This is an optimization exercise on Yosys and OpenROAD, whose aim is small area, not a production implementation. In this exercise RTL edits were held to simulation tests only and were not proved equivalent to the original.

==> cedar: inputs <==
Design tfg_pwmgen, start of the top module:
module tfg_pwmgen (
    input  wire        CLK,
    input  wire        RST,
    input  wire [11:0] BUS_ADDR,
    input  wire [1:0]  BUS_SIZE,
    input  wire        BUS_WE,
    input  wire        BUS_RE,
    input  wire [31:0] BUS_WDATA,
    output reg  [31:0] BUS_RDATA,
    output reg         BUS_ERR,
    input  wire        ENC_A,
    input  wire        ENC_B,
    input  wire        BTN,
    input  wire        SERIAL_FRAME,
    input  wire        TIMEBASE,
    output wire [7:0]  PWM_OUT,
    output wire [7:0]  PWM_OE
);
    reg        tick_run;
    reg [1:0]  tick_div;
    reg        cmd_err;
    reg [1:0]  q_hb, q_tb;      
    reg [3:0]  q_hr, q_tr;      
    reg [2:0]  qb0 [0:10];
    reg [2:0]  qb1 [0:10];
    reg [2:0]  qb2 [0:10];
    reg [2:0]  rot_state;
    reg [1:0]  rot_last;
    reg        btn_last;
    reg        btn_pressed;
    reg [31:0] btn_t0;
    reg [31:0] time_cnt;
    wire [31:0] time_n;
    tfg_inc #(32) u_time (.a(time_cnt), .ci(TIMEBASE), .s(time_n));
  ...
==> flow/config.mk <==
export PLATFORM = sky130hd
export DESIGN_NAME = tfg_pwmgen
export DESIGN_NICKNAME = tfg_pwmgen
export VERILOG_FILES = /design/flow/design.v
export SDC_FILE = /design/flow/constraint.sdc
export NUM_CORES = 8
export LEC_CHECK = 0
export ABC_AREA = 1
export CAP_MARGIN = 30
export CORE_MARGIN = 2
export CORE_UTILIZATION = 50
export SLEW_MARGIN = 25
==> flow/constraint.sdc <==
create_clock -name core_clock -period 200.0 [get_ports {CLK}]
set_input_delay 40.0000 -clock core_clock [delete_from_list [all_inputs] [get_ports {CLK}]]
set_output_delay 40.0000 -clock core_clock [all_outputs]
set_load 0.01 [all_outputs]
standard.sh (not shown) runs the stock make flow with config.mk's settings and CLKGATE_MAP_FILE= SYNTH_SCRIPT=/design/flow/synth_recipe.tcl, a recipe that flattens the netlist after the stock synthesis.
==> flow/flow/run.sh <==
#!/bin/bash
# Own layout flow: the standard ORFS flow (standard.sh) with changes that
# only affect how the layout is built:
#   - an area-oriented ABC mapping script (flow/abc_area.script) in place of
#     ORFS's, with no full-adder extraction before it (ABC maps the adders),
#   - clock tree synthesis uses clkbuf_8 buffers, clusters of up to 12 sinks
#     within 60 um, and no dummy loads,
#   - the port buffers are buf_1 cells (every port still gets one).
# Synthesis is otherwise the standard flow's own (synth_recipe.tcl), so the registers are the same.
set -euo pipefail
W="$(pwd)"
S="$W/scripts_area"
rm -rf "$S"
cp -r "$FLOW_HOME/scripts" "$S"
cp "$W/flow/abc_area.script" "$S/abc_area.script"
bash "$W/standard.sh" \
  "SCRIPTS_DIR=$S" \
  "ADDER_MAP_FILE=" \
  "CTS_ARGS=-sink_clustering_enable -repair_clock_nets -dont_use_dummy_load -buf_list sky130_fd_sc_hd__clkbuf_8 -sink_clustering_size 12 -sink_clustering_max_diameter 60" \
  "BUFFER_PORTS_ARGS=-buffer_cell sky130_fd_sc_hd__buf_1" \
  finish > "$W/orfs_make.log" 2>&1
==> flow/flow/abc_area.script <==
strash
dc2
dch -f
amap
strash
dc2
dch -f
amap
topo
dnsize
stime -c
==> inputs of onyx, as changes to cedar <==
--- a/flow/design.v
+++ b/flow/design.v
@@ -266,44 +266,38 @@
                               (ch_mode[g] == 2'd0) ? 1'b0 :
                               ~pwm ? 1'b1 :
                               ge ? (onz | ch_out[g]) :
                               eq ? 1'b0 : ch_out[g];
         end
     endgenerate
     wire [2:0]  sel     = BUS_WE ? cch : BUS_ADDR[7:5];
     wire [7:0]  sel_oh  = 8'd1 << sel;
-    reg  [17:0] total_s, cnt_r, on_s;
+    reg  [17:0] total_s, cnt_s, on_s;
     reg  [7:0]  phase_s;
     reg  [11:0] freq_s;
     reg  [6:0]  duty_s;
     reg  [1:0]  mode_s;
     reg         oe_s, out_s;
     integer     m;
     always @* begin
-        total_s = 18'd0; cnt_r = 18'd0; on_s = 18'd0; phase_s = 8'd0;
+        total_s = 18'd0; cnt_s = 18'd0; on_s = 18'd0; phase_s = 8'd0;
         freq_s = 12'd0; duty_s = 7'd0; mode_s = 2'd0; oe_s = 1'b0; out_s = 1'b0;
         for (m = 0; m < 8; m = m + 1) begin
             total_s = total_s | (ch_total[m] & {18{sel_oh[m]}});
-            cnt_r   = cnt_r   | (ch_count[m] & {18{sel_oh[m]}});
+            cnt_s   = cnt_s   | (cnt_t[m]    & {18{sel_oh[m]}});
             on_s    = on_s    | (ch_on[m]    & {18{sel_oh[m]}});
             phase_s = phase_s | (ch_phase[m] & {8{sel_oh[m]}});
             freq_s  = freq_s  | (ch_freq[m]  & {12{sel_oh[m]}});
             duty_s  = duty_s  | (ch_duty[m]  & {7{sel_oh[m]}});
             mode_s  = mode_s  | (ch_mode[m]  & {2{sel_oh[m]}});
             oe_s    = oe_s    | (ch_oe[m]    & sel_oh[m]);
             out_s   = out_s   | (out_t[m]    & sel_oh[m]);
         end
     end
-    wire        ge_s;
-    tfg_ge #(18) u_ge_s (.a(cnt_r), .b(total_s), .ge(ge_s));
-    wire        tmv_s = tick & (mode_s == 2'd1);
-    wire [17:0] inc_s;
-    tfg_inc #(18) u_inc_s (.a(cnt_r), .ci(tmv_s), .s(inc_s));
-    wire [17:0] cnt_s = (tmv_s & ge_s) ? 18'd1 : inc_s;
     wire [15:0] f_in  = BUS_WDATA[23:8];
     wire [7:0]  d_in  = BUS_WDATA[7:0];
     wire [11:0] cfg_f = (f_in > 16'd4000) ? 12'd4000 : f_in[11:0];
     wire [6:0]  cfg_d = (d_in > 8'd100) ? 7'd100 : d_in[6:0];
     wire signed [7:0] p_in = BUS_WDATA[7:0];
     wire [7:0]  ph_p = (p_in > 8'sd99) ? 8'd99 :
                        (p_in < -8'sd99) ? 8'd157 : p_in;
     wire [6:0]  p_abs  = ph_p[7] ? (7'd0 - ph_p[6:0]) : ph_p[6:0];
==> flow/flow/run.sh (replaced) <==
#!/bin/bash
# Own layout flow: the standard ORFS flow (standard.sh) with two changes that
# only affect how the layout is built:
#   - an area-oriented ABC mapping script (flow/abc_area.script) in place of
#     ORFS's, with no full-adder extraction before it (ABC maps the adders),
#   - clock tree synthesis uses clkbuf_8 buffers, clusters of up to 12 sinks
#     within 60 um, and no dummy loads.
# Synthesis is otherwise the standard flow's own (synth_recipe.tcl), so the registers are the same.
set -euo pipefail
W="$(pwd)"
S="$W/scripts_area"
rm -rf "$S"
cp -r "$FLOW_HOME/scripts" "$S"
cp "$W/flow/abc_area.script" "$S/abc_area.script"
bash "$W/standard.sh" \
  "SCRIPTS_DIR=$S" \
  "ADDER_MAP_FILE=" \
  "CTS_ARGS=-sink_clustering_enable -repair_clock_nets -dont_use_dummy_load -buf_list sky130_fd_sc_hd__clkbuf_8 -sink_clustering_size 12 -sink_clustering_max_diameter 60" \
  finish > "$W/orfs_make.log" 2>&1
- CAP_MARGIN: 30 -> 40
- SLEW_MARGIN: 25 -> 30
==> Flow_metrics.wiki <==
{| class="wikitable"
! Metric !! Value
|-
| Worst Hold Launch || ch_off[7][3]
|-
| Routed wire length per instance || 29.5 um
|-
| R2R Path End || ch_count[2][3]
|-
| Post-Route Hold Slack || 377 ps
|-
| Count of inserted tapcells || 1662
|-
| 1st-pass router iterations || 11
|-
| Buffering overhead || 0.0320
|-
| Maximum number of pins on one net before global-route repair || 76
|-
| Run status || no timing/DRC/antenna violations
|-
| Compound-Gate Fraction of Synth Area || 0.310
|-
| Number of cells on the critical path || 587
|-
| Highest-count cells in the layout ignoring fill and taps || 1603 x sky130_fd_sc_hd__nor2_1, 1103 x sky130_fd_sc_hd__nand2_1, 783 x sky130_fd_sc_hd__clkinv_1
|-
| Final estimated routing congestion in global placement || 1.05
|-
| Combined global-route utilization of all metal layers || 0.438
|}
The numbers above come from cedar.

==> Flow_metrics.wiki <==
{| class="wikitable"
! Metric !! Value
|-
| Setup tns final || 0 ps
|-
| Post-Route Hold Slack || 432 ps
|-
| Highest-count cells in the layout ignoring fill and taps || 1385 x sky130_fd_sc_hd__nor2_1, 1211 x sky130_fd_sc_hd__nand2_1, 771 x sky130_fd_sc_hd__edfxtp_1
|-
| Number of hold buffers added after cts || 0
|-
| Compound-Gate Fraction of Synth Area || 0.319
|-
| Combined global-route utilization of all metal layers || 0.445
|-
| Global-route wire length before repair || 416 mm
|-
| Arithmetic-cell share of the synthesized area counting full adders, half adders and majority gates || 0
|-
| Number of cells on the critical path || roughly 600
|-
| Maximum number of pins on one net before global-route repair || around 100
|-
| Buffering overhead || 0.0440
|-
| Number of filler cells placed in the layout || roughly 12000
|-
| Final instance area || about 70000 sq um
|-
| Run status || no timing/DRC/antenna violations
|-
| Number of clock buffer instances in the layout || 103
|-
| 1st-pass router iterations || 10
|-
| Worst Hold Launch || ch_off[3][10]
|}
The numbers above come from onyx.


* * *

==> inputs of trial 13 <==
tfg_pwmgen with an RTL version that a note above also has.
export LEC_CHECK = 0
export ABC_AREA = 1
export CAP_MARGIN = 20
export CORE_MARGIN = 2
export CORE_UTILIZATION = 50
export SLEW_MARGIN = 20
create_clock -name core_clock -period 200.0 [get_ports {CLK}]
==> flow/flow/run.sh <==
#!/bin/bash
# Own layout flow: the standard ORFS flow (standard.sh) with changes that
# only affect how the layout is built:
#   - after the standard synthesis, the logic outside the arithmetic
#     (outside the input cone of the SET_CONFIG / SET_PHASE result buses) is
#     mapped again with an area-oriented ABC script (flow/remap.ys,
#     flow/abc_remap.script); registers and arithmetic are left as they are,
#   - clock tree synthesis uses clkbuf_8 buffers, clusters of up to 12 sinks
#     within 60 um, and no dummy loads,
#   - the port buffers are buf_1 cells (every port still gets one).
# Each tool writes its full output to a log file in this folder (orfs_*.log,
# remap.log) or in orfs/logs/.
set -euo pipefail
W="$(pwd)"
R="$W/orfs/results/$FLOW_PLATFORM/tfg_pwmgen/base"
LIB="$FLOW_HOME/platforms/$FLOW_PLATFORM/lib/sky130_fd_sc_hd__tt_025C_1v80.lib"
YOSYS="$FLOW_HOME/../tools/install/yosys/bin/yosys"
[ -x "$YOSYS" ] || YOSYS=yosys

# 1. the standard synthesis
bash "$W/standard.sh" synth > "$W/orfs_synth.log" 2>&1

# 2. re-map the logic outside the arithmetic
python3 "$W/flow/mkmap.py" "$LIB" > "$W/remap_cells.v"
DONTUSE=$(grep -o -- '-dont_use [A-Za-z0-9_]*' "$W/orfs/logs/$FLOW_PLATFORM/tfg_pwmgen/base/1_2_yosys.log" | sort -u | tr '\n' ' ')
cp "$R/1_2_yosys.v" "$W/synth_standard.v"
sed -e "s#@LIB@#$LIB#g" -e "s#@IN@#$W/synth_standard.v#g" -e "s#@TOP@#$FLOW_TOP#g" \
    -e "s#@MAP@#$W/remap_cells.v#g" -e "s#@ABC@#$W/flow/abc_remap.script#g" \
    -e "s#@DONTUSE@#$DONTUSE#g" -e "s#@OUT@#$W/synth_remapped.v#g" \
    "$W/flow/remap.ys" > "$W/remap.ys"
"$YOSYS" -s "$W/remap.ys" > "$W/remap.log" 2>&1
cp "$W/synth_remapped.v" "$R/1_2_yosys.v"
rm -f "$R/1_synth.odb" "$R/1_synth.sdc"

# 3. the rest of the standard flow on the re-mapped netlist
bash "$W/standard.sh" \
  "CTS_ARGS=-sink_clustering_enable -repair_clock_nets -dont_use_dummy_load -buf_list sky130_fd_sc_hd__clkbuf_8 -sink_clustering_size 12 -sink_clustering_max_diameter 60" \
  "BUFFER_PORTS_ARGS=-buffer_cell sky130_fd_sc_hd__buf_1" \
  finish > "$W/orfs_make.log" 2>&1
==> flow/flow/abc_remap.script <==
strash
dc2
dch -f
amap
strash
dc2
dch -f
amap
topo
dnsize
stime -c
==> flow/flow/mkmap.py <==
#!/usr/bin/env python3
"""Write a Yosys techmap file that turns each combinational cell of the liberty
into its logic function (from the liberty's function strings).
usage: mkmap.py LIBERTY > map.v"""
import re
import sys

lib = open(sys.argv[1]).read()
out = []
for m in re.finditer(r'\n\s*cell\s*\(\s*"?(\w+)"?\s*\)\s*\{', lib):
    name = m.group(1)
    depth, i = 1, m.end()
    while depth:
        depth += {'{': 1, '}': -1}.get(lib[i], 0)
        i += 1
    body = lib[m.end():i]
    if re.search(r'\b(ff|latch|statetable)\s*\(', body):
        continue
    ins, outs = [], []
    for pn, pb in re.findall(r'\n\s*pin\s*\(\s*"?(\w+)"?\s*\)\s*\{(.*?)\n\s*\}', body, re.S):
        d = re.search(r'direction\s*:\s*"?(\w+)"?', pb)
        if not d:
            continue
        if d.group(1) == 'input':
            ins.append(pn)
        elif d.group(1) == 'output':
            f = re.search(r'function\s*:\s*"([^"]*)"', pb)
            if f:
                outs.append((pn, f.group(1)))
    if not ins or not outs:
        continue

    def conv(f):
        f = f.replace('!', '~').replace('*', '&').replace('+', '|')
        return re.sub(r'(\w|\))\s+(?=[\w~(])', r'\1 & ', f)

    s = f'(* techmap_celltype = "{name}" *)\n'
    s += f"module _map_{name} ({', '.join(ins + [o for o, _ in outs])});\n"
    s += ''.join(f'  input {p};\n' for p in ins)
    for o, f in outs:
        s += f'  output {o};\n  assign {o} = {conv(f)};\n'
    out.append(s + 'endmodule\n')
print('\n'.join(out))
==> flow/flow/remap.ys <==
# Re-map the logic outside the arithmetic: every combinational cell that is not
# in the input cone of the SET_CONFIG / SET_PHASE result buses (bus_total,
# bus_on, bus_off, bus_cnt). Registers and the arithmetic stay as the standard flow's
# standard synthesis made them.
read_liberty -lib @LIB@
read_verilog @IN@
hierarchy -top @TOP@
opt_clean
select -set ffs t:*df*
select -set arith w:bus_total* w:bus_on* %u w:bus_off* %u w:bus_cnt* %u %ci*:-sky130_fd_sc_hd__edfxtp_1:-sky130_fd_sc_hd__dfxtp_1
select -set rest t:* @ffs %d @arith %d t:sky130_fd_sc_hd__conb_1 %d
tee -o @OUT@.count select -count @rest
techmap -map @MAP@ @rest
select -clear
techmap
opt_clean
abc -script @ABC@ -liberty @LIB@ @DONTUSE@
splitnets
opt_clean -purge
hilomap -singleton -hicell sky130_fd_sc_hd__conb_1 HI -locell sky130_fd_sc_hd__conb_1 LO
insbuf -buf sky130_fd_sc_hd__buf_4 A X
check -assert
tee -o @OUT@.stat stat -liberty @LIB@
write_verilog -noattr -nohex -nodec @OUT@
==> inputs of trial 37, as changes to trial 13 <==
==> flow/flow/run.sh (replaced) <==
#!/bin/bash
# Own layout flow: the standard ORFS flow (standard.sh) with changes that
# only affect how the layout is built:
#   - an area-oriented ABC mapping script (flow/abc_area.script) in place of
#     ORFS's, with no full-adder extraction before it (ABC maps the adders),
#   - clock tree synthesis uses clkbuf_8 buffers, clusters of up to 12 sinks
#     within 60 um, and no dummy loads,
#   - the port buffers are buf_1 cells (every port still gets one).
# Synthesis is otherwise the standard flow's own (synth_recipe.tcl), so the registers are the same.
set -euo pipefail
W="$(pwd)"
S="$W/scripts_area"
rm -rf "$S"
cp -r "$FLOW_HOME/scripts" "$S"
cp "$W/flow/abc_area.script" "$S/abc_area.script"
bash "$W/standard.sh" \
  "SCRIPTS_DIR=$S" \
  "ADDER_MAP_FILE=" \
  "CTS_ARGS=-sink_clustering_enable -repair_clock_nets -dont_use_dummy_load -buf_list sky130_fd_sc_hd__clkbuf_8 -sink_clustering_size 12 -sink_clustering_max_diameter 60" \
  "BUFFER_PORTS_ARGS=-buffer_cell sky130_fd_sc_hd__buf_1" \
  finish > "$W/orfs_make.log" 2>&1
==> flow/flow/abc_area.script (new file) <==
strash
dc2
dch -f
amap
strash
dc2
dch -f
amap
topo
dnsize
stime -c
--- a/flow/config.mk
+++ b/flow/config.mk
@@ -7,6 +7,6 @@
 export LEC_CHECK = 0
 export ABC_AREA = 1
-export CAP_MARGIN = 20
+export CAP_MARGIN = 30
 export CORE_MARGIN = 2
 export CORE_UTILIZATION = 50
-export SLEW_MARGIN = 20
+export SLEW_MARGIN = 25
removed: flow/flow/abc_remap.script
removed: flow/flow/mkmap.py
removed: flow/flow/remap.ys
==> summary of the runs <==
- Synthesized cell count: trial 37 is higher than trial 13 (6.0%).
- Between trial 37 and trial 13, the lower clock skew is in trial 13 (gap 0.027 ns).
- Die area: trial 13 is larger than trial 37 (about 7%).
- In trial 13 the sequential share of layout area is lower than in trial 37, by 1.8 points.
- Worst setup slack: trial 37 is higher than trial 13 (35 ns).
- Flip-flop and latch count is the same in trial 37 and trial 13.
- Between trial 37 and trial 13, the lower first-iteration DRC count is in trial 13 (gap about 25%, measured against trial 13).
- Against trial 13, the non-clock buffer count of trial 37 is higher by 73.
- In trial 37 the count of clock-buffer cells in the layout is lower than in trial 13, by 2.
==> figures <==
item	trial 13	trial 37
Result of the run	no timing/DRC/antenna violations	no timing/DRC/antenna violations
Antenna violations before repair	23	21
Detailed Place HPWL	234500 um	223500 um
Count of standard-cell rows	135	130
Met1 wire length	107600 um	103800 um
Non-clock buffer total of the final layout	250	323
Layout-to-synthesis area ratio	1.0719x	1.0962x
Vias	59450	66960
Largest fanout on the critical path	27	28
Count of non-CTS inverters in the layout	1149	638
Std-Cell Core Area	135500 um2	126100 um2
Fraction of final layout cells with drive strength greater than 1	0.05961	0.04961
Most used cell along the critical path	fa_1	nand2_1
Worst setup slack for register-to-register paths	76.39 ns	113.01 ns
Number of nets in the layout	8240	8220
1st-pass router iterations	12	14
Endpoint of the worst hold-timing path	ch_count[4][15]	ch_count[0][17]
First-pass GRT wire length	415600 um	417000 um
GR met2 Demand/Resource	0.6664	0.6762
Placed cells	9187	9702

==> what the ideal ports hide <==
How much do the figures lean on ideal ports? The routed layouts below were timed once more, with nothing changed but the port constraints. Step 1 assumes that a clkbuf_16 drives the clock port and a buf_2 every other input. Step 2 also shifts input and output timing later by t, the mid clock arrival at the registers, as if the neighbouring blocks saw the same clock. a / b / c = no drivers / after step 1 / after step 2; a / b = the first two.
run | t (ns) | setup slack, ns | worst data-port slew with drivers (ns)
cedar | 0.904 | 71.690 / 71.734 / 70.829 | 0.20
onyx | 0.873 | 74.012 / 74.032 / 73.159 | 0.08
trial 13 | 0.854 | 39.257 / 39.296 / 38.442 | 0.04
trial 37 | 0.878 | 74.496 / 74.532 / 73.654 | 0.08
After both steps every run listed still meets setup and hold. For cedar, which loses most, drivers alone change the setup slack by +0.044 ns; drivers and shift together by -0.861 ns.
